This design comes from an exercise in tuning for small area, a short achievable clock period and few clock cycles per item on the open sky130 flow, not from production work. Only simulation tests tie the RTL to the original design; equivalence was not proved.

[flow/config.mk]
export PLATFORM = sky130hd
export DESIGN_NAME = bme680_comp
export DESIGN_NICKNAME = bme680_comp
export VERILOG_FILES = /design/flow/design.v
export SDC_FILE = /design/flow/constraint.sdc
export NUM_CORES = 4
export LEC_CHECK = 0
export CAP_MARGIN = 20
export CORE_MARGIN = 2
export CORE_UTILIZATION = 40
export SLEW_MARGIN = 20
[flow/constraint.sdc]
create_clock -name core_clock -period 22.0 [get_ports {clk}]
set_input_delay 4.4000 -clock core_clock [delete_from_list [all_inputs] [get_ports {clk}]]
set_output_delay 4.4000 -clock core_clock [all_outputs]
set_load 0.01 [all_outputs]
[flow/design.v]
module bme680_div (
  input  wire        clk,
  input  wire        rst,
  input  wire        start,
  input  wire [31:0] dividend,
  input  wire [31:0] divisor,
  output reg         busy,
  output wire [31:0] quotient
);
  reg  [31:0] quo;       
  reg  [32:0] rem;
  reg  [31:0] dvs;
  reg  [4:0]  cnt;
  reg         neg;
  wire [31:0] abs_a = dividend[31] ? (~dividend + 32'd1) : dividend;
  wire [31:0] abs_b = divisor[31]  ? (~divisor  + 32'd1) : divisor;
  wire [32:0] rem_sh = {rem[31:0], quo[31]};
  wire        fits   = (rem_sh >= {1'b0, dvs});
  assign quotient = neg ? (~quo + 32'd1) : quo;
  always @(posedge clk) begin
    if (rst) begin
      busy <= 1'b0;
    end else if (start) begin
      quo  <= abs_a;
      dvs  <= abs_b;
      rem  <= 33'd0;
      cnt  <= 5'd0;
      neg  <= dividend[31] ^ divisor[31];
      busy <= 1'b1;
    end else if (busy) begin
      rem  <= fits ? (rem_sh - {1'b0, dvs}) : rem_sh;
      quo  <= {quo[30:0], fits};
      cnt  <= cnt + 5'd1;
      if (cnt == 5'd31)
        busy <= 1'b0;
    end
  end
endmodule
module bme680_comp (
  input  wire         clk,
  input  wire         rst,
  input  wire         start,
  output wire         ready,
  input  wire [335:0] cal_img,    
  input  wire [63:0]  burst,      
  output wire         done,
  output wire         fault,
  output wire         pbr,
  output wire [31:0]  tfine,
  output wire [31:0]  temp,
  output wire [31:0]  pres,
  output wire [31:0]  hum
);
  wire        [15:0] par_t1  = cal_img[8*31 +: 16];
  wire signed [15:0] par_t2  = cal_img[8*0  +: 16];
  wire signed [7:0]  par_t3  = cal_img[8*2  +: 8];
  wire        [15:0] par_p1  = cal_img[8*4  +: 16];
  wire signed [15:0] par_p2  = cal_img[8*6  +: 16];
  wire signed [7:0]  par_p3  = cal_img[8*8  +: 8];
  wire        [15:0] par_p4  = cal_img[8*10 +: 16];
  wire signed [15:0] par_p5  = cal_img[8*12 +: 16];
  wire signed [7:0]  par_p6  = cal_img[8*15 +: 8];
  wire signed [7:0]  par_p7  = cal_img[8*14 +: 8];
  wire signed [15:0] par_p8  = cal_img[8*18 +: 16];
  wire signed [15:0] par_p9  = cal_img[8*20 +: 16];
  wire        [7:0]  par_p10 = cal_img[8*22 +: 8];
  wire        [11:0] par_h1  = {cal_img[8*25 +: 8], cal_img[8*24 +: 4]};
  wire        [11:0] par_h2  = {cal_img[8*23 +: 8], cal_img[8*24+4 +: 4]};
  wire signed [7:0]  par_h3  = cal_img[8*26 +: 8];
  wire signed [7:0]  par_h4  = cal_img[8*27 +: 8];
  wire signed [7:0]  par_h5  = cal_img[8*28 +: 8];
  wire        [7:0]  par_h6  = cal_img[8*29 +: 8];
  wire signed [7:0]  par_h7  = cal_img[8*30 +: 8];
  wire [19:0] adc_p = {burst[8*0 +: 8], burst[8*1 +: 8], burst[8*2+4 +: 4]};
  wire [19:0] adc_t = {burst[8*3 +: 8], burst[8*4 +: 8], burst[8*5+4 +: 4]};
  wire [15:0] adc_h = {burst[8*6 +: 8], burst[8*7 +: 8]};
  reg  [4:0]         st;        
  reg                r_fault;
  reg                r_pbr;
  reg  signed [31:0] A;         
  reg  signed [28:0] B;
  reg  signed [22:0] S;         
  reg  signed [26:0] R1;        
  reg  signed [20:0] R2;        
  reg  signed [30:0] RA;        
  reg  signed [31:0] RB;        
  reg  signed [21:0] RC;        
  reg         [16:0] DV;        
  reg                DNEG;      
  reg                NNEG;      
  reg         [32:0] NQ;        
  reg         [15:0] REM;       
  reg         [3:0]  dcnt;      
  reg  signed [33:0] C;
  always @(*) begin
    case (st)
      5'd2:    C = -34'sd131072000;                
      5'd3:    C = r1sh;     
      5'd6:    C = R1;                             
      5'd8:    C = RB;                             
      default: C = 34'sd0;
    endcase
  end
  wire signed [33:0] P   = A * B + C;
  wire        [31:0] P32 = P[31:0];
  wire signed [23:0] ps_33_10 = P[33:10];
  wire signed [19:0] ps_33_14 = P[33:14];
  wire signed [20:0] ps_31_11 = P32[31:11];
  wire signed [19:0] ps_31_12 = P32[31:12];
  wire signed [18:0] ps_31_13 = P32[31:13];
  wire signed [17:0] ps_31_14 = P32[31:14];
  wire signed [14:0] ps_31_17 = P32[31:17];
  wire signed [21:0] ps_31_10 = P32[31:10];
  wire signed [25:0] ps_31_6  = P32[31:6];
  wire signed [30:0] ps_31_1  = P32[31:1];
  wire signed [16:0] p5x2  = {par_p5, 1'b0};
  wire signed [9:0]  p3x4  = {par_p3, 2'b00};
  wire signed [16:0] p1s   = {1'b0, par_p1};
  wire signed [12:0] h2s   = {1'b0, par_h2};
  wire signed [8:0]  p10s  = {1'b0, par_p10};
  wire signed [14:0] p7s   = {par_p7, 7'd0};
  wire signed [19:0] h6s   = {5'd0, par_h6, 7'd0};
  wire signed [17:0] r1h   = R1[17:0];
  wire signed [19:0] r1n   = R1[19:0];
  wire signed [13:0] r2h   = R2[13:0];
  wire signed [31:0] nqs   = NQ[31:0];
  wire signed [30:0] r1sh  = {R1[19:0], 11'd0};
  wire signed [17:0] tadc  = {1'b0, adc_t[19:3]};
  wire signed [17:0] tt1   = {1'b0, par_t1, 1'b0};
  wire signed [24:0] s4    = {S, 2'b00};
  wire signed [21:0] padc  = 22'd1048576 - {2'b00, adc_p};
  wire signed [17:0] hadc  = {2'b00, adc_h};
  wire signed [17:0] hh1   = {2'b00, par_h1, 4'b0000};
  wire signed [17:0] tv1  = tadc - tt1;
  wire signed [16:0] tv1h = tv1[17:1];
  wire signed [23:0] tf  = S + 24'sd128000;
  wire signed [26:0] tf5 = s4 + S + 27'sd640128;
  wire signed [18:0] ts  = tf5[26:8];
  wire signed [21:0] pv1 = S[22:1];
  wire signed [25:0] rx    = RA[25:0];
  wire signed [30:0] rx32  = {rx, 5'd0};
  wire signed [28:0] rx8   = {rx, 3'd0};
  wire signed [33:0] q100s = rx32 + rx8 + rx
                           + (rx[25] ? 34'sd2149584859 : 34'sd2149580800);
  wire        [32:0] q100y = q100s[32:0];
  wire        [42:0] q100w = {q100y, 10'd0} - q100y + q100y[32:10];
  wire signed [19:0] q100  = {~q100w[41], q100w[40:22]};
  wire        [15:0] nhi = {R1[17], R1[17], R1[17:4]} + par_p4;
  wire signed [19:0] nval = {nhi, R1[3:0]};
  wire signed [21:0] pc0 = padc - r1n;
  wire signed [17:0] hv1 = hadc - hh1
                         - (q100 >>> 1);
  wire signed [19:0] qadd_b = (st == 5'd14) ? 20'sd16384 :
                              (st == 5'd15) ? RC[19:0] :
                                              h6s;
  wire signed [19:0] qadd   = q100 + qadd_b;
  wire signed [21:0] uacc   = R2 + RC;
  wire signed [31:0] wadd_a = (st == 5'd20) ? RB : NQ[31:0];
  wire signed [31:0] wadd_b = (st == 5'd20) ? RA : (uacc >>> 4);
  wire signed [31:0] wadd   = wadd_a + wadd_b;
  wire        nsgn   = NQ[31];
  wire [31:0] nabs   = nsgn ? (~NQ[31:0] + 32'd1) : NQ[31:0];
  wire        dbig   = |DV[16:14];
  wire [16:0] t1     = {REM, NQ[32]};
  wire [17:0] d1     = {1'b0, t1} - {1'b0, DV};
  wire        b1     = ~d1[17];
  wire [15:0] rm1    = b1 ? d1[15:0] : t1[15:0];
  wire [16:0] t2     = {rm1, NQ[31]};
  wire [17:0] d2     = {1'b0, t2} - {1'b0, DV};
  wire        b2     = ~d2[17];
  wire [15:0] rm2    = b2 ? d2[15:0] : t2[15:0];
  wire [16:0] t3     = {rm2, NQ[30]};
  wire [17:0] d3     = {1'b0, t3} - {1'b0, DV};
  wire        b3     = ~d3[17];
  wire [15:0] rm3    = b3 ? d3[15:0] : t3[15:0];
  wire [31:0] qs     = (NNEG ^ DNEG) ? (~NQ[31:0] + 32'd1) : NQ[31:0];
  wire signed [31:0] pcq = r_pbr ? {qs[30:0], 1'b0} : qs;
  wire signed [19:0] hraw = R1[19:0];
  wire [16:0] hcl = hraw[19] ? 17'd0 : (hraw > 20'sd100000) ? 17'd100000 : hraw[16:0];
  assign ready = (st == 5'd0) || (st == 5'd27);
  assign done  = (st == 5'd27);
  assign fault = r_fault;
  assign pbr   = r_pbr & ~r_fault;
  assign tfine = r_fault ? 32'd0 : {{8{tf[23]}}, tf};
  assign temp  = r_fault ? 32'd0 : {{16{ts[15]}}, ts[15:0]};
  assign pres  = r_fault ? 32'd0 : NQ[31:0];
  assign hum   = r_fault ? 32'd0 : {15'd0, hcl};
  always @(posedge clk) begin
    if (rst) begin
      st      <= 5'd0;
      r_fault <= 1'b0;
    end else begin
      case (st)
        5'd0, 5'd27: if (start) begin
          st      <= 5'd1;
          r_fault <= 1'b0;
        end else begin
          st      <= 5'd0;
        end
        5'd10: if (DV == 17'd0) begin
          st      <= 5'd27;
          r_fault <= 1'b1;
        end else begin
          st <= 5'd11;
        end
        5'd19: if (dcnt == 4'd0) st <= 5'd20;
        default: st <= st + 5'd1;
      endcase
    end
  end
  always @(posedge clk) begin
    case (st)
      5'd0, 5'd27: begin
        A <= tv1h;
        B <= tv1h;
      end
      5'd1: begin                        
        A <= {12'd0, P32[31:12]};
        B <= par_t3;
      end
      5'd2: begin                        
        R1 <= ps_33_10;
        A  <= tv1;
        B  <= par_t2;
      end
      5'd3: begin                        
        S <= P[33:11];
        A <= ps_33_14;
        B <= ps_33_14;
      end
      5'd4: begin                        
        R2 <= ps_31_13;
        A  <= ps_31_11;
        B  <= par_p6;
      end
      5'd5: begin                        
        R1 <= P[28:2];
        A  <= pv1;
        B  <= p5x2;
      end
      5'd6: begin                        
        R1 <= ps_31_14;
        B  <= par_p2;
      end
      5'd7: begin                        
        RB <= ps_31_1;
        R1 <= nval;
        A  <= R2;
        B  <= p3x4;
      end
      5'd8: begin                        
        A <= {16'd0, ~P32[31], P32[31], P32[31:18]};
        B <= p1s;
      end
      5'd9: begin                        
        DV <= P32[31:15];
        A  <= pc0;
        B  <= 29'sd3125;
      end
      5'd10: begin                       
        NQ    <= {1'b0, (P32[31:30] == 2'b01) ? P32 : {P32[30:0], 1'b0}};
        r_pbr <= (P32[31:30] == 2'b01);
        DNEG  <= DV[16];
        DV    <= DV[16] ? (~DV + 17'd1) : DV;
        A     <= ts;
        B     <= par_h5;
      end
      5'd11: begin                       
        RA <= P[25:0];
        B  <= par_h3;
      end
      5'd12: begin                       
        RA <= P[25:0];
        B  <= q100;
      end
      5'd13: begin                       
        RA <= ps_31_6;
        R1 <= hv1;
        B  <= par_h4;
      end
      5'd14: begin                       
        RA <= P[25:0];
        RC <= qadd;
        B  <= par_h7;
      end
      5'd15: begin                       
        RA <= P[25:0];
        A  <= qadd;
        B  <= h2s;
      end
      5'd16: begin                       
        R2 <= qadd >>> 4;
        A  <= ps_31_10;
        B  <= r1h;
      end
      5'd17: begin                       
        RB <= P32;
        A  <= ps_31_14;
        B  <= ps_31_14;
      end
      5'd18: begin                       
        A  <= ps_31_10;
        B  <= r2h;
      end
      5'd19: begin                       
        RA <= P32[31:1];
        if (dcnt == 4'd0) begin
          NQ <= {1'b0, pcq};
          A  <= pcq >>> 3;
          B  <= pcq >>> 3;
        end
      end
      5'd20: begin                       
        RB <= wadd >>> 10;
        A  <= ps_31_13;
        B  <= par_p9;
      end
      5'd21: begin                       
        R2 <= ps_31_12;
        RC <= p7s;
        A  <= nqs >>> 8;
        B  <= nqs >>> 8;
      end
      5'd22: begin                       
        RC <= uacc;
        A  <= P32;
      end
      5'd23: begin                       
        A <= P32;
        B <= p10s;
      end
      5'd24: begin                       
        R2 <= ps_31_17;
        A  <= nqs >>> 2;
        B  <= par_p8;
      end
      5'd25: begin                       
        R2 <= ps_31_13;
        RC <= uacc;
        A  <= RB;
        B  <= 29'sd1000;
      end
      5'd26: begin                       
        R1 <= ps_31_12;
        NQ <= {1'b0, wadd};
      end
      default: ;
    endcase
    if (st == 5'd11) begin
      NNEG <= nsgn;
      NQ   <= dbig ? {nabs[17:0], 15'd0} : {1'b0, nabs};
      REM  <= dbig ? {2'b00, nabs[31:18]} : 16'd0;
      dcnt <= dbig ? 4'd6 : 4'd11;
    end else if (st > 5'd11 && dcnt != 4'd0) begin
      NQ   <= {NQ[29:0], b1, b2, b3};
      REM  <= rm3;
      dcnt <= dcnt - 4'd1;
    end
  end
endmodule
[flow/run.sh]
#!/bin/bash
# synth_recipe.tcl (not shown) runs the flow's synth.tcl, then flattens the netlist and writes it again
# the make line also repeats each setting of config.mk as NAME=value (left out here)
make -C /OpenROAD-flow-scripts/flow DESIGN_CONFIG=/design/flow/config.mk WORK_HOME=/design/flow/orfs CLKGATE_MAP_FILE= SYNTH_SCRIPT=/design/flow/synth_recipe.tcl finish
==> results by group, run 1 <==
Run status
  • Status: complete, no violations

Floorplan
  • Starting Density: 40.4%
  • Core ar.: 137000 sq um
  • Rows: 136
  • I/O Pins: 535
  • Chip Width: 376 um
  • Die Area: 142000 sq um
  • Die H: 376 um

Finish
  • Fill cell count: 13600
  • Footprint of the multi-input gates: 42000 sq um
  • Post-layout instance area: 63100 sq um
  • Layout cell share with drive strength beyond 1: 5.07%
  • Layout area overhead: 13.7%
  • Non-Filler Instances: 8724
  • Final nets: 8367
  • Register area: 8800 sq um
  • Finished Core Util: 45.9%

CTS
  • CTS Buf Count: 40
  • Root Buffer: clkbuf_16
  • Setup Buffers After CTS: 0
  • Clock Tree Buf Depth: 3
  • H-tree depth: 2
  • CTS tree: yes
  • Hold Buf Count CTS: 0
  • Reg clk slew, reported paths: 0.06 ns
  • CTS sink count: 295
  • Later-pin clock latency in the skew report: 0.61 ns
  • CTS resizes: 0

Timing
  • Setup TNS: 0 ns
  • Worst Skew: 0.0424 ns
  • Hold WS: 0.620 ns
  • # setup viols final: 0
  • Minimum clock period: 11.54 ns
  • RSZ-0062 raised after global routing: no
  • Fin crit share: 52.5%
  • Final Hold Vio Count: 0
  • Max frequency: 86.6 MHz
  • Slew of the pin with the lowest slew margin: 1.37 ns
  • Max-slew violation total from the final report: 0
  • Setup WS post-layout: 10.46 ns
  • Slew headroom: 7.92%

Worst setup path
  • Worst Path Required: 22.29 ns
  • CP Class: flip-flop to flip-flop
  • CP top delay family: adder cells
  • CP Launch Type: flip-flop
  • Worst r2r path cells: 31
  • CP Capture Type: flip-flop
  • Worst path max stage delay: 1.05 ns
  • Data arrival, critical path: 11.84 ns
  • Slowest CP cell: clkinv_1
  • FF-to-FF setup slack: 10.46 ns
  • Crit-path most repeated cell: inv_1
  • Critical R2R Launch: st[2]
  • Worst-path fanout max: 52
  • CP bufs+invs: 9
  • Crit Reg-Reg Endpoint: A[14]

Place
  • Dpl cell area: 61600 sq um
  • Dpl hpwl: 208000 um
  • DP Worst Slack: 10.82 ns
  • PortBufs: 404
  • Inst Count DP: 8624
  • GPL Wtd Cong: 1.04

Detailed routing
  • Vias: 55000
  • Drt total wl: 269000 um
  • DRT Pass-1 Iters: 13
  • DRT iter0 DRCs: 7455
  • Via density: 6.30
  • DRC: 0
  • Antenna Nets Post-Route: 0
  • Wire per inst: 30.8 um

Yosys
  • EDFF count, synth: 289
  • Most frequent cell after synthesis: inv_1
  • Post-synth top cells: inv_1, nand2_1, fa_1, ha_1, nor2_1
  • Synth Warn #: 1
  • Mapped cell area: 55500 sq um
  • Seq cells post-synth: 295
  • Synth top area share: 19.7%
  • Cells after Synth: 6652
  • Asr flop ratio synth: 0%
  • Sequential share of the synthesized area: 15.9%
  • Syn_area_per_cell: 8.34 sq um
  • Synth cell types: 104
  • Area contributors post-synth: fa_1, edfxtp_1, ha_1
  • Most common flop cell mapped by yosys: edfxtp_1
  • Cell taking the most area after synthesis: fa_1

Global route
  • Initial antenna violation count: 49
  • Vias in the first global route: 53500
  • First-pass GRT wire length: 379000 um
  • Grt ovf: 0
  • Pin count of the biggest net entering global routing: 76
  • Tot GR Track Use: 37.0%

Min path
  • HP Class: flip-flop to flip-flop
  • HP Start: st[1]
  • Worst Hold End: st[1]
  • WHS Path Cells: 2

Flow run
  • Max-cap violations: 0
==> sequential cells by signal (all words and copies together) (netlist names), 4 cells and up <==
| register | cells |
|---|---|
| NQ | 33 |
| A | 32 |
| RB | 32 |
| RA | 31 |
| B | 29 |
| R1 | 27 |
| S | 23 |
| RC | 22 |
| R2 | 20 |
| DV | 17 |
| REM | 16 |
| st | 5 |
| dcnt | 4 |
==> cell type report <==
type / count / area share, %
sequential: 295 / 13.9
multi-input combinational: 5070 / 66.5
tap: 1794 / 3.56
inverter: 895 / 5.32
clock buffer: 53 / 1.73
antenna: 26 / 0.103
clock inverter: 18 / 0.367
timing repair buffer: 573 / 8.46
==> worst max path at each step <==
stage / slack (ns) / cells past startpoint / from / endpoint
floorplan: 12.96 / 30 / st[1] / NQ[1]
global placement: 10.92 / 39 / RA[25] / A[28]
detailed placement: 10.82 / 39 / RA[25] / R1[25]
CTS: 10.82 / 39 / RA[25] / R1[25]
global route: 10.02 / 38 / RA[25] / R1[24]
finish: 10.46 / 31 / st[2] / A[14]
==> per-layer routing <==
layer / GRT usage [%] / vias to the layer above / routed length [um]
met5: 0.789 / - / 376
met4: 22.0 / 38 / 19300
met3: 13.4 / 963 / 35500
met2: 55.2 / 3757 / 113000
met1: 45.6 / 26900 / 101000
li1: - / 23300 / -
==> placed cells by master, fill, tap and decap left out, drive strengths merged, types with 53 or more instances in the layout <==
cell / Yosys / routed
a22oi: 130 / 130
xnor2: 240 / 240
o221ai: 79 / 79
nand3: 86 / 86
inv: 891 / 890
nor2: 368 / 368
ha: 542 / 542
buf: 84 / 168
a21oi: 345 / 345
nor2b: 79 / 79
clkdlybuf4s50: 0 / 404
and2: 145 / 145
xor2: 156 / 156
o21a: 63 / 63
clkbuf: 322 / 54
edfxtp: 289 / 289
a221oi: 66 / 66
nor3: 78 / 78
a211oi: 53 / 53
nand2b: 64 / 64
o21ai: 310 / 310
o22ai: 59 / 59
fa: 547 / 547
a21o: 112 / 112
nand2: 877 / 877
==> cells by family (layout without fill, tap and decap cells) <==
logic type                 Yosys count  after routing  share of synthesized area [%]
muxes                               64             64                           1.19
other                                1             41                        0.00676
buffers and inverters             1301           1539                           9.11
and+or+nand+nor                   1879           1879                           15.4
DFF                                295            295                           15.9
AOI/OAI and AO/OA                 1624           1624                           20.1
xor gates and xnor gates           399            399                           6.42
adders and majority gates         1089           1089                           32.0
==> worst register-to-register path, delay by kind of cell, from the launching register on <==
kind,cells,cell delay [ns]
AO/OA/AOI/OAI,8,3.04
adder cells (fa/ha/maj),8,3.26
buffers and inverters,9,2.78
flip-flops,1,0.88
AND/OR/NAND/NOR,5,1.14
XOR/XNOR,1,0.16
Testbench counts, summed over its fixed seeds: cycles 6,920, items 256.
==> inputs of run 2 (changes only) <==
--- a/flow/design.v
+++ b/flow/design.v
@@ -94,14 +94,5 @@
   reg  signed [33:0] C;
-  always @(*) begin
-    case (st)
-      5'd2:    C = -34'sd131072000;                
-      5'd3:    C = r1sh;     
-      5'd6:    C = R1;                             
-      5'd8:    C = RB;                             
-      default: C = 34'sd0;
-    endcase
-  end
   wire signed [33:0] P   = A * B + C;
   wire        [31:0] P32 = P[31:0];
-  wire signed [23:0] ps_33_10 = P[33:10];
+  wire signed [30:0] c3       = {P[29:10], 11'd0};
   wire signed [19:0] ps_33_14 = P[33:14];
@@ -115,2 +106,3 @@
   wire signed [30:0] ps_31_1  = P32[31:1];
+  wire signed [26:0] ps_28_2  = P[28:2];
   wire signed [16:0] p5x2  = {par_p5, 1'b0};
@@ -126,3 +118,2 @@
   wire signed [31:0] nqs   = NQ[31:0];
-  wire signed [30:0] r1sh  = {R1[19:0], 11'd0};
   wire signed [17:0] tadc  = {1'b0, adc_t[19:3]};
@@ -137,3 +128,4 @@
   wire signed [26:0] tf5 = s4 + S + 27'sd640128;
-  wire signed [18:0] ts  = tf5[26:8];
+  wire signed [18:0] tsc = tf5[26:8];
+  reg  signed [18:0] ts;        
   wire signed [21:0] pv1 = S[22:1];
@@ -150,4 +142,4 @@
   wire signed [21:0] pc0 = padc - r1n;
-  wire signed [17:0] hv1 = hadc - hh1
-                         - (q100 >>> 1);
+  wire signed [17:0] hah = hadc - hh1;            
+  wire signed [17:0] hv1 = r1h - (q100 >>> 1);
   wire signed [19:0] qadd_b = (st == 5'd14) ? 20'sd16384 :
@@ -211,2 +203,3 @@
   always @(posedge clk) begin
+    C <= 34'sd0;
     case (st)
@@ -217,2 +210,3 @@
       5'd1: begin                        
+        C <= -34'sd131072000;            
         A <= {12'd0, P32[31:12]};
@@ -221,3 +215,3 @@
       5'd2: begin                        
-        R1 <= ps_33_10;
+        C  <= c3;                        
         A  <= tv1;
@@ -231,2 +225,3 @@
       5'd4: begin                        
+        ts <= tsc;
         R2 <= ps_31_13;
@@ -236,3 +231,3 @@
       5'd5: begin                        
-        R1 <= P[28:2];
+        C  <= ps_28_2;                   
         A  <= pv1;
@@ -245,3 +240,3 @@
       5'd7: begin                        
-        RB <= ps_31_1;
+        C  <= ps_31_1;                   
         R1 <= nval;
@@ -273,2 +268,3 @@
         RA <= P[25:0];
+        R1 <= hah;
         B  <= q100;
--- a/flow/config.mk
+++ b/flow/config.mk
@@ -7,2 +7,3 @@
 export LEC_CHECK = 0
+export ABC_AREA = 1
 export CAP_MARGIN = 20
==> run 2 against run 1 <==
Worst setup slack better by 1.1 ns. Still clean. Worst hold slack got worse by 0.12 ns. Clock-buffer cell count is 9 higher. Core utilization is 0.39 points lower. Cell count grew 21%. Flip-flop and latch count is 43 higher. Die area up 7.1%. Fmax up 10%. First-iteration DRC count is 14% lower. Via count rose by 11%. Sequential share of layout area grew 0.61 points. Critical endpoint is now A[21].
==> results by group, run 2 <==
Run status
  • Status: complete, no violations

Floorplan
  • Rows: 141 (+3.7%)
  • Die Area: 152000 sq um (+7.1%)
  • Core ar.: 148000 sq um (+7.4%)
  • Starting Density: 40.3% (-0.099 points)
  • I/O Pins: 535 (unchanged)
  • Chip Width: 389 um (+3.5%)
  • Die H: 389 um (+3.5%)

Global route
  • First-pass GRT wire length: 423000 um (+12%)
  • Tot GR Track Use: 38.8% (+1.8 points)
  • Grt ovf: 0 (unchanged)
  • Pin count of the biggest net entering global routing: 65 (-14%)
  • Vias in the first global route: 59600 (+12%)
  • Initial antenna violation count: 27 (-45%)

Timing
  • Fin crit share: 47.6% (-4.9 points)
  • Worst Skew: 0.0656 ns (+0.0231 ns)
  • Max frequency: 95.6 MHz (+10%)
  • # setup viols final: 0 (unchanged)
  • Setup WS post-layout: 11.54 ns (+1.08 ns)
  • Slew headroom: 13.8% (+5.9 points)
  • Minimum clock period: 10.46 ns (-1.08 ns)
  • Max-slew violation total from the final report: 0 (unchanged)
  • Slew of the pin with the lowest slew margin: 1.29 ns (-0.0746 ns)
  • Setup TNS: 0 ns (unchanged)
  • Final Hold Vio Count: 0 (unchanged)
  • RSZ-0062 raised after global routing: no

Worst setup path
  • CP bufs+invs: 7 (-2)
  • CP Launch Type: flip-flop
  • Worst Path Required: 22.31 ns (+0.02 ns)
  • CP Class: flip-flop to flip-flop
  • CP Capture Type: flip-flop
  • Worst-path fanout max: 12 (-77%)
  • Data arrival, critical path: 10.77 ns (-1.07 ns)
  • CP top delay family: simple AND/OR/NAND/NOR gates
  • Worst path max stage delay: 0.85 ns (-0.20 ns)
  • Slowest CP cell: xor2_1

Finish
  • Register area: 9780 sq um (+11%)
  • Layout area overhead: 13.0%
  • Fill cell count: 15400 (+13%)
  • Most frequent cells in the layout: nand2_1, inv_1, fa_1
  • Final nets: 10100 (+20%)
  • Number of flip-flops in the largest register: 33 (unchanged)
  • Finished Core Util: 45.5% (-0.39 points)
  • Layout cell share with drive strength beyond 1: 4.12% (-0.95 points)
  • Most common cell after layout, fill and taps aside: nand2_1
  • Non-Filler Instances: 10500 (+21%)
  • Largest register by flop count: NQ
  • Top flop regs: NQ x33, A x32, RB x32
  • Footprint of the multi-input gates: 42300 sq um (+0.84%)

Yosys
  • Main combinational cell family by area after synthesis: adder cells
  • Simple-gate share of the synthesized area: 21.9% (+6.5 points)
  • Mux contribution to synthesized area: 0% (-1.2 points)
  • Asr flop ratio synth: 0% (unchanged)
  • Sequential share of the synthesized area: 16.5% (+0.59 points)
  • Post-synth top cells: nand2_1, inv_1, fa_1, ha_1, o21ai_0
  • Mapped cell area: 59400 sq um (+7.1%)
  • Most common flop cell mapped by yosys: edfxtp_1
  • Area contributors post-synth: fa_1, edfxtp_1, nand2_1
  • Synth Area in Adders: 29.9% (-2.1 points)
  • Seq cells post-synth: 338 (+15%)
  • Synth top area share: 18.4% (-1.3 points)
  • Syn_area_per_cell: 7.15 sq um (-14%)
  • Cell taking the most area after synthesis: fa_1
  • Synth Area in Compound Gates: 15.8% (-4.3 points)
  • EDFF count, synth: 301 (+4.2%)
  • Most frequent cell after synthesis: nand2_1
  • Post-synthesis xor/xnor area fraction: 3.36% (-3.1 points)
  • Cells after Synth: 8309 (+25%)
  • Synth cell types: 76 (-27%)
  • Synth Warn #: 1 (unchanged)

Place
  • DP Worst Slack: 11.72 ns (+0.898 ns)
  • GPL Wtd Cong: 1.05 (+0.94%)
  • Dpl hpwl: 240000 um (+16%)
  • PortBufs: 404 (unchanged)
  • Inst Count DP: 10400 (+21%)

Detailed routing
  • Wire per inst: 28.5 um (-7.6%)
  • DRT iter0 DRCs: 6434 (-14%)
  • Drt total wl: 300000 um (+12%)
  • DRC: 0 (unchanged)
  • Via density: 5.80 (-8.0%)
  • DRT Pass-1 Iters: 8 (-5)
  • Antenna Nets Post-Route: 0 (unchanged)
  • Vias: 61200 (+11%)

CTS
  • Hold Buf Count CTS: 0 (unchanged)
  • CTS resizes: 0 (unchanged)
  • CTS Buf Count: 47 (+18%)
  • Later-pin clock latency in the skew report: 0.67 ns (+0.06 ns)
  • CTS tree: yes
  • CTS sink count: 338 (+15%)
  • Setup Buffers After CTS: 0 (unchanged)
  • H-tree depth: 2 (unchanged)
  • Root Buffer: clkbuf_16
  • Reg clk slew, reported paths: 0.06 ns (about the same)
  • Clock Tree Buf Depth: 3 (unchanged)

Min path
  • HP Class: flip-flop to flip-flop

Flow run
  • Max-cap violations: 0 (unchanged)
run 2: cell count changes after synthesis, sizes merged, moves of 154 or more:
cell	change
nor2	+154
nand2	+1101
o21ai	+246
nand3	+210
inv	+668
xnor2	-170
run 2: kinds of logic after synthesis:
family                   count (synthesis)
buffers and inverters                 1933
adder cells (fa/ha/maj)               1090
AO/OA/AOI/OAI                         1581
flip-flops                             338
AND/OR/NAND/NOR                       3142
other                                    1
XOR/XNOR                               224
run 2: final cells by class:
type / instances / area share, %
inverters: 1570 / 8.77
flip-flops and latches: 338 / 14.6
clock inverters: 25 / 0.426
repair buffers: 548 / 7.66
diodes: 22 / 0.0819
clock buffers: 62 / 1.92
multi-input cells: 6052 / 63.0
well taps: 1930 / 3.59
run 2: worst reg2reg max path: cells and delay by family, from the launching register on:
kind | cells | cell delay, ns
buffers and inverters | 7 | 1.02
xor gates and xnor gates | 3 | 1.46
adders and majority gates | 5 | 2.18
DFF | 1 | 0.35
AOI/OAI and AO/OA | 10 | 1.86
and+or+nand+nor | 18 | 3.28
run 2: through the flow:
stage          hold slack, ns  cell area (sq um)
6_report                0.504              67200
5_1_grt                 0.529              67200
4_1_cts                 0.509              67100
3_5_place_dp            0.501              65600
3_3_place_gp            0.478              65500
2_1_floorplan           0.452              59500
run 2: path summary, 6_finish.rpt:
kind	start	to	slack [ns]	cells after the start
max	RA[25]	A[21]	11.54	43
min	DV[16]	DNEG	0.50	0
max reg2reg	RA[25]	A[21]	11.54	43
min reg2reg	DV[16]	DNEG	0.50	0
run 2: per-layer routing:
layer  up-vias  global-route usage [%]  wire length [um]
li1      27500                       -                 -
met1     29700                    47.2            115000
met2      3135                    61.8            134000
met3       811                    9.15             28600
met4        12                    24.2             22400
met5         -                       0                89
Testbench counts of run 2, summed over its fixed seeds: cycles 6,920, items 256.
==> inputs of run 3 (changes only) <==
--- a/flow/design.v
+++ b/flow/design.v
@@ -1,38 +1,95 @@
-module bme680_div (
-  input  wire        clk,
-  input  wire        rst,
-  input  wire        start,
-  input  wire [31:0] dividend,
-  input  wire [31:0] divisor,
-  output reg         busy,
-  output wire [31:0] quotient
+module bme680_add #(parameter W = 32) (
+  input  wire [W-1:0] a,
+  input  wire [W-1:0] b,
+  input  wire         ci,
+  output wire [W-1:0] s
 );
-  reg  [31:0] quo;       
-  reg  [32:0] rem;
-  reg  [31:0] dvs;
-  reg  [4:0]  cnt;
-  reg         neg;
-  wire [31:0] abs_a = dividend[31] ? (~dividend + 32'd1) : dividend;
-  wire [31:0] abs_b = divisor[31]  ? (~divisor  + 32'd1) : divisor;
-  wire [32:0] rem_sh = {rem[31:0], quo[31]};
-  wire        fits   = (rem_sh >= {1'b0, dvs});
-  assign quotient = neg ? (~quo + 32'd1) : quo;
-  always @(posedge clk) begin
-    if (rst) begin
-      busy <= 1'b0;
-    end else if (start) begin
-      quo  <= abs_a;
-      dvs  <= abs_b;
-      rem  <= 33'd0;
-      cnt  <= 5'd0;
-      neg  <= dividend[31] ^ divisor[31];
-      busy <= 1'b1;
-    end else if (busy) begin
-      rem  <= fits ? (rem_sh - {1'b0, dvs}) : rem_sh;
-      quo  <= {quo[30:0], fits};
-      cnt  <= cnt + 5'd1;
-      if (cnt == 5'd31)
-        busy <= 1'b0;
+  reg [W:0] g, p;
+  integer i, l;
+  always @(*) begin
+    g[0] = ci;
+    p[0] = 1'b0;
+    for (i = 0; i < W; i = i + 1) begin
+      g[i+1] = a[i] & b[i];
+      p[i+1] = a[i] ^ b[i];
     end
+    for (l = 1; l <= W; l = l * 2)
+      for (i = 2*l - 1; i <= W; i = i + 2*l) begin
+        g[i] = g[i] | (p[i] & g[i-l]);
+        p[i] = p[i] & p[i-l];
+      end
+    for (l = 64; l >= 1; l = l / 2)
+      for (i = 3*l - 1; i <= W; i = i + 2*l) begin
+        g[i] = g[i] | (p[i] & g[i-l]);
+        p[i] = p[i] & p[i-l];
+      end
   end
+  assign s = (a ^ b) ^ g[W-1:0];
+endmodule
+module bme680_mac (
+  input  wire [31:0] a,
+  input  wire [28:0] b,
+  input  wire [33:0] c,
+  output wire [33:0] p
+);
+  wire [34:0] ax = {{3{a[31]}}, a};
+  wire [31:0] bx = {{2{b[28]}}, b, 1'b0};
+  wire [33:0] r [0:16];
+  genvar j;
+  generate
+    for (j = 0; j < 15; j = j + 1) begin : g_pp
+      wire n   = bx[2*j+2];
+      wire one = bx[2*j+1] ^ bx[2*j];
+      wire two = (bx[2*j+2] & ~bx[2*j+1] & ~bx[2*j]) | (~bx[2*j+2] & bx[2*j+1] & bx[2*j]);
+      wire [33:0] sel = ({34{one}} & ax[33:0]) | ({34{two}} & {ax[32:0], 1'b0});
+      wire [33:0] pp  = sel ^ {34{n}};
+      if (j == 0) begin : g_r0
+        assign r[j] = pp;
+      end else begin : g_rj
+        assign r[j] = {pp[33-2*j:0], {(2*j){1'b0}}};
+      end
+    end
+    for (j = 0; j < 34; j = j + 1) begin : g_neg
+      if (j % 2 == 0 && j < 30) begin : g_e
+        assign r[15][j] = bx[j+2];
+      end else begin : g_o
+        assign r[15][j] = 1'b0;
+      end
+    end
+  endgenerate
+  assign r[16] = c;
+  wire [33:0] l1 [0:11];
+  wire [33:0] l2 [0:7];
+  wire [33:0] l3 [0:5];
+  wire [33:0] l4 [0:3];
+  wire [33:0] l5 [0:2];
+  wire [33:0] l6 [0:1];
+  generate
+    for (j = 0; j < 5; j = j + 1) begin : g_c1
+      assign l1[2*j]   = r[3*j] ^ r[3*j+1] ^ r[3*j+2];
+      assign l1[2*j+1] = {((r[3*j][32:0] & r[3*j+1][32:0]) | (r[3*j][32:0] & r[3*j+2][32:0]) | (r[3*j+1][32:0] & r[3*j+2][32:0])), 1'b0};
+    end
+    assign l1[10] = r[15];
+    assign l1[11] = r[16];
+    for (j = 0; j < 4; j = j + 1) begin : g_c2
+      assign l2[2*j]   = l1[3*j] ^ l1[3*j+1] ^ l1[3*j+2];
+      assign l2[2*j+1] = {((l1[3*j][32:0] & l1[3*j+1][32:0]) | (l1[3*j][32:0] & l1[3*j+2][32:0]) | (l1[3*j+1][32:0] & l1[3*j+2][32:0])), 1'b0};
+    end
+    for (j = 0; j < 2; j = j + 1) begin : g_c3
+      assign l3[2*j]   = l2[3*j] ^ l2[3*j+1] ^ l2[3*j+2];
+      assign l3[2*j+1] = {((l2[3*j][32:0] & l2[3*j+1][32:0]) | (l2[3*j][32:0] & l2[3*j+2][32:0]) | (l2[3*j+1][32:0] & l2[3*j+2][32:0])), 1'b0};
+    end
+    assign l3[4] = l2[6];
+    assign l3[5] = l2[7];
+    for (j = 0; j < 2; j = j + 1) begin : g_c4
+      assign l4[2*j]   = l3[3*j] ^ l3[3*j+1] ^ l3[3*j+2];
+      assign l4[2*j+1] = {((l3[3*j][32:0] & l3[3*j+1][32:0]) | (l3[3*j][32:0] & l3[3*j+2][32:0]) | (l3[3*j+1][32:0] & l3[3*j+2][32:0])), 1'b0};
+    end
+    assign l5[0] = l4[0] ^ l4[1] ^ l4[2];
+    assign l5[1] = {((l4[0][32:0] & l4[1][32:0]) | (l4[0][32:0] & l4[2][32:0]) | (l4[1][32:0] & l4[2][32:0])), 1'b0};
+    assign l5[2] = l4[3];
+    assign l6[0] = l5[0] ^ l5[1] ^ l5[2];
+    assign l6[1] = {((l5[0][32:0] & l5[1][32:0]) | (l5[0][32:0] & l5[2][32:0]) | (l5[1][32:0] & l5[2][32:0])), 1'b0};
+  endgenerate
+  assign p = l6[0] + l6[1];
 endmodule
@@ -81,3 +138,3 @@
   reg  signed [28:0] B;
-  reg  signed [22:0] S;         
+  reg  signed [23:0] S;         
   reg  signed [26:0] R1;        
@@ -94,3 +151,4 @@
   reg  signed [33:0] C;
-  wire signed [33:0] P   = A * B + C;
+  wire signed [33:0] P;
+  bme680_mac u_mac (.a(A), .b(B), .c(C), .p(P));
   wire        [31:0] P32 = P[31:0];
@@ -120,4 +178,3 @@
   wire signed [17:0] tt1   = {1'b0, par_t1, 1'b0};
-  wire signed [24:0] s4    = {S, 2'b00};
-  wire signed [21:0] padc  = 22'd1048576 - {2'b00, adc_p};
+  wire signed [25:0] s4    = {S, 2'b00};
   wire signed [17:0] hadc  = {2'b00, adc_h};
@@ -126,5 +183,12 @@
   wire signed [16:0] tv1h = tv1[17:1];
-  wire signed [23:0] tf  = S + 24'sd128000;
-  wire signed [26:0] tf5 = s4 + S + 27'sd640128;
+  wire        [26:0] t5a = s4;
+  wire        [26:0] t5b = S;
+  wire        [26:0] t5c = 27'd640128;
+  wire        [26:0] t5s = t5a ^ t5b ^ t5c;
+  wire        [26:0] t5k = {(t5a[25:0] & t5b[25:0]) | (t5a[25:0] & t5c[25:0]) | (t5b[25:0] & t5c[25:0]), 1'b0};
+  wire        [26:0] tf5;
+  bme680_add #(.W(27)) u_tf5 (.a(t5s), .b(t5k), .ci(1'b0), .s(tf5));
   wire signed [18:0] tsc = tf5[26:8];
+  wire        [23:0] tf;
+  bme680_add #(.W(24)) u_tf (.a(S), .b(24'd128000), .ci(1'b0), .s(tf));
   reg  signed [18:0] ts;        
@@ -137,19 +201,24 @@
   wire        [32:0] q100y = q100s[32:0];
-  wire        [42:0] q100w = {q100y, 10'd0} - q100y + q100y[32:10];
-  wire signed [19:0] q100  = {~q100w[41], q100w[40:22]};
+  reg         [19:0] BR;
+  wire        [42:0] q100w = {q100y, 10'd0} - q100y + q100y[32:10] + {1'b0, BR, 22'd0};
+  wire signed [19:0] q100  = q100w[41:22];
   wire        [15:0] nhi = {R1[17], R1[17], R1[17:4]} + par_p4;
   wire signed [19:0] nval = {nhi, R1[3:0]};
-  wire signed [21:0] pc0 = padc - r1n;
+  wire signed [21:0] adcp  = {2'b00, adc_p};
+  wire signed [21:0] pc0 = 22'sd1048576 - adcp - r1n;
   wire signed [17:0] hah = hadc - hh1;            
-  wire signed [17:0] hv1 = r1h - (q100 >>> 1);
-  wire signed [19:0] qadd_b = (st == 5'd14) ? 20'sd16384 :
-                              (st == 5'd15) ? RC[19:0] :
-                                              h6s;
-  wire signed [19:0] qadd   = q100 + qadd_b;
-  wire signed [21:0] uacc   = R2 + RC;
+  wire signed [17:0] hv1 = r1h - RC[17:0];
+  wire        [21:0] r2x    = R2;
+  wire signed [21:0] uacc;
+  bme680_add #(.W(22)) u_uacc (.a(r2x), .b(RC), .ci(1'b0), .s(uacc));
   wire signed [31:0] wadd_a = (st == 5'd20) ? RB : NQ[31:0];
   wire signed [31:0] wadd_b = (st == 5'd20) ? RA : (uacc >>> 4);
-  wire signed [31:0] wadd   = wadd_a + wadd_b;
+  wire signed [31:0] wadd;
+  bme680_add #(.W(32)) u_wadd (.a(wadd_a), .b(wadd_b), .ci(1'b0), .s(wadd));
   wire        nsgn   = NQ[31];
-  wire [31:0] nabs   = nsgn ? (~NQ[31:0] + 32'd1) : NQ[31:0];
+  wire [16:0] negdv;
+  bme680_add #(.W(17)) u_negdv (.a(~DV), .b(17'd0), .ci(1'b1), .s(negdv));
+  wire [31:0] negq;
+  bme680_add #(.W(32)) u_negq (.a(~NQ[31:0]), .b(32'd0), .ci(1'b1), .s(negq));
+  wire [31:0] nabs   = nsgn ? negq : NQ[31:0];
   wire        dbig   = |DV[16:14];
@@ -167,3 +236,3 @@
   wire [15:0] rm3    = b3 ? d3[15:0] : t3[15:0];
-  wire [31:0] qs     = (NNEG ^ DNEG) ? (~NQ[31:0] + 32'd1) : NQ[31:0];
+  wire [31:0] qs     = (NNEG ^ DNEG) ? negq : NQ[31:0];
   wire signed [31:0] pcq = r_pbr ? {qs[30:0], 1'b0} : qs;
@@ -175,3 +244,3 @@
   assign pbr   = r_pbr & ~r_fault;
-  assign tfine = r_fault ? 32'd0 : {{8{tf[23]}}, tf};
+  assign tfine = r_fault ? 32'd0 : {{8{S[23]}}, S};
   assign temp  = r_fault ? 32'd0 : {{16{ts[15]}}, ts[15:0]};
@@ -203,3 +272,4 @@
   always @(posedge clk) begin
-    C <= 34'sd0;
+    C  <= 34'sd0;
+    BR <= 20'h80000;
     case (st)
@@ -220,3 +290,3 @@
       5'd3: begin                        
-        S <= P[33:11];
+        S <= {P[33], P[33:11]};
         A <= ps_33_14;
@@ -236,2 +306,3 @@
       5'd6: begin                        
+        S  <= tf;                        
         R1 <= ps_31_14;
@@ -258,3 +329,3 @@
         DNEG  <= DV[16];
-        DV    <= DV[16] ? (~DV + 17'd1) : DV;
+        DV    <= DV[16] ? negdv : DV;
         A     <= ts;
@@ -273,3 +344,4 @@
         RA <= ps_31_6;
-        R1 <= hv1;
+        RC <= q100 >>> 1;
+        BR <= 20'h84000;                 
         B  <= par_h4;
@@ -278,3 +350,4 @@
         RA <= P[25:0];
-        RC <= qadd;
+        R1 <= hv1;
+        BR <= {~q100[19], q100[18:0]};   
         B  <= par_h7;
@@ -283,3 +356,4 @@
         RA <= P[25:0];
-        A  <= qadd;
+        A  <= q100;
+        BR <= {1'b1, 4'd0, par_h6, 7'd0};  
         B  <= h2s;
@@ -287,3 +361,3 @@
       5'd16: begin                       
-        R2 <= qadd >>> 4;
+        R2 <= q100 >>> 4;
         A  <= ps_31_10;
==> run 3 against run 2 <==
Still clean. Register-to-register slack better by 0.42 ns. Core utilization is 0.17 points higher. Fmax is 4.2% higher.
==> results by group, run 3 <==
Worst setup path
  • FF-to-FF setup slack: 11.96 ns (+0.42 ns)
  • CP Class: flip-flop to flip-flop
  • Worst r2r path cells: 25 (-42%)
  • Crit Reg-Reg Endpoint: A[9]
  • Worst-path fanout max: 18 (+6)
  • Slowest CP cell: edfxtp_1
  • CP bufs+invs: 3 (-4)
  • CP Capture Type: flip-flop
  • Data arrival, critical path: 10.38 ns (-0.39 ns)
  • Worst Path Required: 22.34 ns (+0.03 ns)
  • Worst path max stage delay: 0.89 ns (+0.04 ns)
  • Critical R2R Launch: B[15]
  • Crit-path most repeated cell: fa_1
  • CP top delay family: adder cells
  • CP Launch Type: flip-flop

Global route
  • Initial antenna violation count: 30 (+11%)
  • First-pass GRT wire length: 402000 um (-5.1%)
  • Tot GR Track Use: 39.3% (+0.50 points)
  • Grt ovf: 0 (unchanged)
  • Vias in the first global route: 56200 (-5.8%)
  • Pin count of the biggest net entering global routing: 65 (unchanged)

Floorplan
  • Die H: 376 um (-3.4%)
  • Chip Width: 376 um (-3.4%)
  • Rows: 136 (-3.5%)
  • I/O Pins: 535 (unchanged)
  • Starting Density: 40.3% (about the same)
  • Core ar.: 137000 sq um (-6.9%)
  • Die Area: 141000 sq um (-6.8%)

Yosys
  • Mapped cell area: 55400 sq um (-6.8%)
  • Asr flop ratio synth: 0% (unchanged)
  • Cell taking the most area after synthesis: edfxtp_1
  • Most frequent cell after synthesis: nand2_1
  • Cells after Synth: 7532 (-9.4%)
  • Simple-gate share of the synthesized area: 19.4% (-2.5 points)
  • Mux contribution to synthesized area: 0% (unchanged)
  • Sequential share of the synthesized area: 18.4% (+2.0 points)
  • Syn_area_per_cell: 7.35 sq um (+2.8%)
  • Most common flop cell mapped by yosys: edfxtp_1
  • Main combinational cell family by area after synthesis: adder cells
  • Post-synthesis xor/xnor area fraction: 7.34% (+4.0 points)
  • Synth Area in Compound Gates: 18.6% (+2.8 points)
  • Seq cells post-synth: 359 (+6.2%)
  • Area contributors post-synth: edfxtp_1, fa_1, ha_1
  • Post-synth top cells: nand2_1, inv_1, ha_1, o21ai_0, nor2_1
  • Synth cell types: 75 (-1.3%)
  • EDFF count, synth: 302 (+0.33%)
  • Synth Warn #: 7 (+6)
  • Synth Area in Adders: 25.1% (-4.7 points)
  • Synth top area share: 16.4% (-2.0 points)

Min path
  • Worst Hold End: st[0]
  • HP Class: flip-flop to flip-flop
  • HP Start: st[0]
  • WHS Path Cells: 2 (+2)

Finish
  • Final nets: 9068 (-9.8%)
  • Layout area overhead: 13.4%
  • Fill cell count: 14200 (-7.7%)
  • Most frequent cells in the layout: nand2_1, inv_1, ha_1
  • Layout cell share with drive strength beyond 1: 4.71% (+0.59 points)
  • Non-Filler Instances: 9614 (-8.8%)
  • Most common cell after layout, fill and taps aside: nand2_1
  • Largest register by flop count: NQ
  • Number of flip-flops in the largest register: 33 (unchanged)
  • Top flop regs: NQ x33, A x32, RB x32

Place
  • Dpl hpwl: 223000 um (-7.3%)
  • GPL Wtd Cong: 1.09 (+3.9%)
  • Inst Count DP: 9505 (-8.9%)
  • PortBufs: 404 (unchanged)

CTS
  • H-tree depth: 2 (unchanged)
  • Clock Tree Buf Depth: 3 (unchanged)
  • Reg clk slew, reported paths: 0.07 ns (about the same)
  • Hold Buf Count CTS: 0 (unchanged)
  • CTS tree: yes
  • Root Buffer: clkbuf_16
  • CTS resizes: 0 (unchanged)
  • Setup Buffers After CTS: 0 (unchanged)
  • CTS sink count: 359 (+6.2%)
  • Later-pin clock latency in the skew report: 0.66 ns (about the same)
  • CTS Buf Count: 46 (-2.1%)

Detailed routing
  • Drt total wl: 286000 um (-4.7%)
  • DRT Pass-1 Iters: 10 (+2)
  • Antenna Nets Post-Route: 0 (unchanged)
  • DRT iter0 DRCs: 8742 (+36%)
  • Vias: 59100 (-3.3%)
  • Wire per inst: 29.8 um (+4.5%)
  • DRC: 0 (unchanged)
  • Via density: 6.15 (+6.1%)

Timing
  • Slew headroom: 10.0% (-3.8 points)
  • Fin crit share: 45.7% (-1.9 points)
  • RSZ-0062 raised after global routing: no
  • Max-slew violation total from the final report: 0 (unchanged)
  • Minimum clock period: 10.04 ns (-0.417 ns)
  • # setup viols final: 0 (unchanged)
  • Worst Skew: 0.0583 ns (-0.00730 ns)
  • Final Hold Vio Count: 0 (unchanged)
  • Max frequency: 99.6 MHz (+4.2%)
  • Slew of the pin with the lowest slew margin: 1.35 ns (+0.0544 ns)
  • Setup TNS: 0 ns (unchanged)

Run status
  • Status: complete, no violations

Flow run
  • Max-cap violations: 0 (unchanged)
[run 3: area by class of cell]
type                    count  area, sq um  share of cell area (%)
well taps                1794         2240                    3.57
clock inverters            33          322                   0.512
diodes                     20         50.0                  0.0797
repair buffers            527         4990                    7.94
multi-input cells        5629        39200                    62.4
inverters                1199         4510                    7.18
flip-flops and latches    359        10200                    16.3
clock buffers              53         1290                    2.06
[run 3: worst max-delay path by stage]
stage,from,endpoint,cells after the start
after detailed placement,B[5],A[9],26
after global routing,B[5],A[9],28
after CTS,B[5],A[9],26
after global placement,B[5],NQ[16],29
after floorplan,B[9],B[27],30
final,B[15],A[9],25
[run 3: cells by family after synthesis]
| group | count (synthesis) |
|---|---|
| buf+inv | 1558 |
| other cells | 1 |
| simple gates | 2515 |
| compound gates | 1734 |
| xor+xnor | 462 |
| flops | 359 |
| fa+ha+maj | 903 |
[run 3: worst min-delay path, delay by kind of cell (launching register included)]
kind	cells	cell delay, ns
simple gates	1	0.10
compound gates	1	0.08
flops	1	0.37
[run 3: stage by stage]
step | area (sq um) | util (%) | hold WS, ns | worst slack, ns
finish | 62800 | 45.7 | 0.600 | 11.96
global route | 62800 | 45.6 | 0.624 | 11.80
floorplan | 55400 | - | 0.492 | 15.14
global placement | 61100 | 44.4 | 0.557 | 12.61
detailed placement | 61100 | 44.4 | 0.565 | 12.48
CTS | 62700 | 45.6 | 0.577 | 12.44
[run 3: metal layers]
metal  track usage (%)  part of all wire (%)  vias up
met5                 0                 0.038        -
met4              26.5                   8.2       16
met3              9.94                    11      984
met2              60.1                    43     4083
met1              48.7                    37    28200
li1                  -                     -    25800
Testbench counts of run 3, summed over its fixed seeds: cycles 6,920, items 256.

==> separate check: timing with driven ports <==
The results above use ideal ports. As a check the final layouts listed here were re-extracted and re-timed, cells and wires unchanged.
Step 1 assumes that a clkbuf_16 drives the clock port and a buf_2 every other input.
Step 2 also shifts input and output timing later by t, the mid clock arrival at the registers, as if the neighbouring blocks saw the same clock.
Slacks: ideal ports / drivers / drivers and shift; pairs: ideal ports / drivers.
| run | t, ns | slack for setup (ns) | hold slack, ns | clock arrival spread, ns | pins driven straight from the clock port |
|---|---|---|---|---|---|
| run 1 | 0.669 | 10.457 / 10.457 / 10.457 | 0.620 / 0.620 / 0.620 | 0.042 / 0.043 | 1 |
| run 2 | 0.702 | 11.538 / 11.538 / 11.538 | 0.504 / 0.504 / 0.504 | 0.065 / 0.065 | 1 |
| run 3 | 0.700 | 11.955 / 11.955 / 11.955 | 0.600 / 0.600 / 0.600 | 0.058 / 0.059 | 1 |
After both steps setup and hold are still met in every run listed.
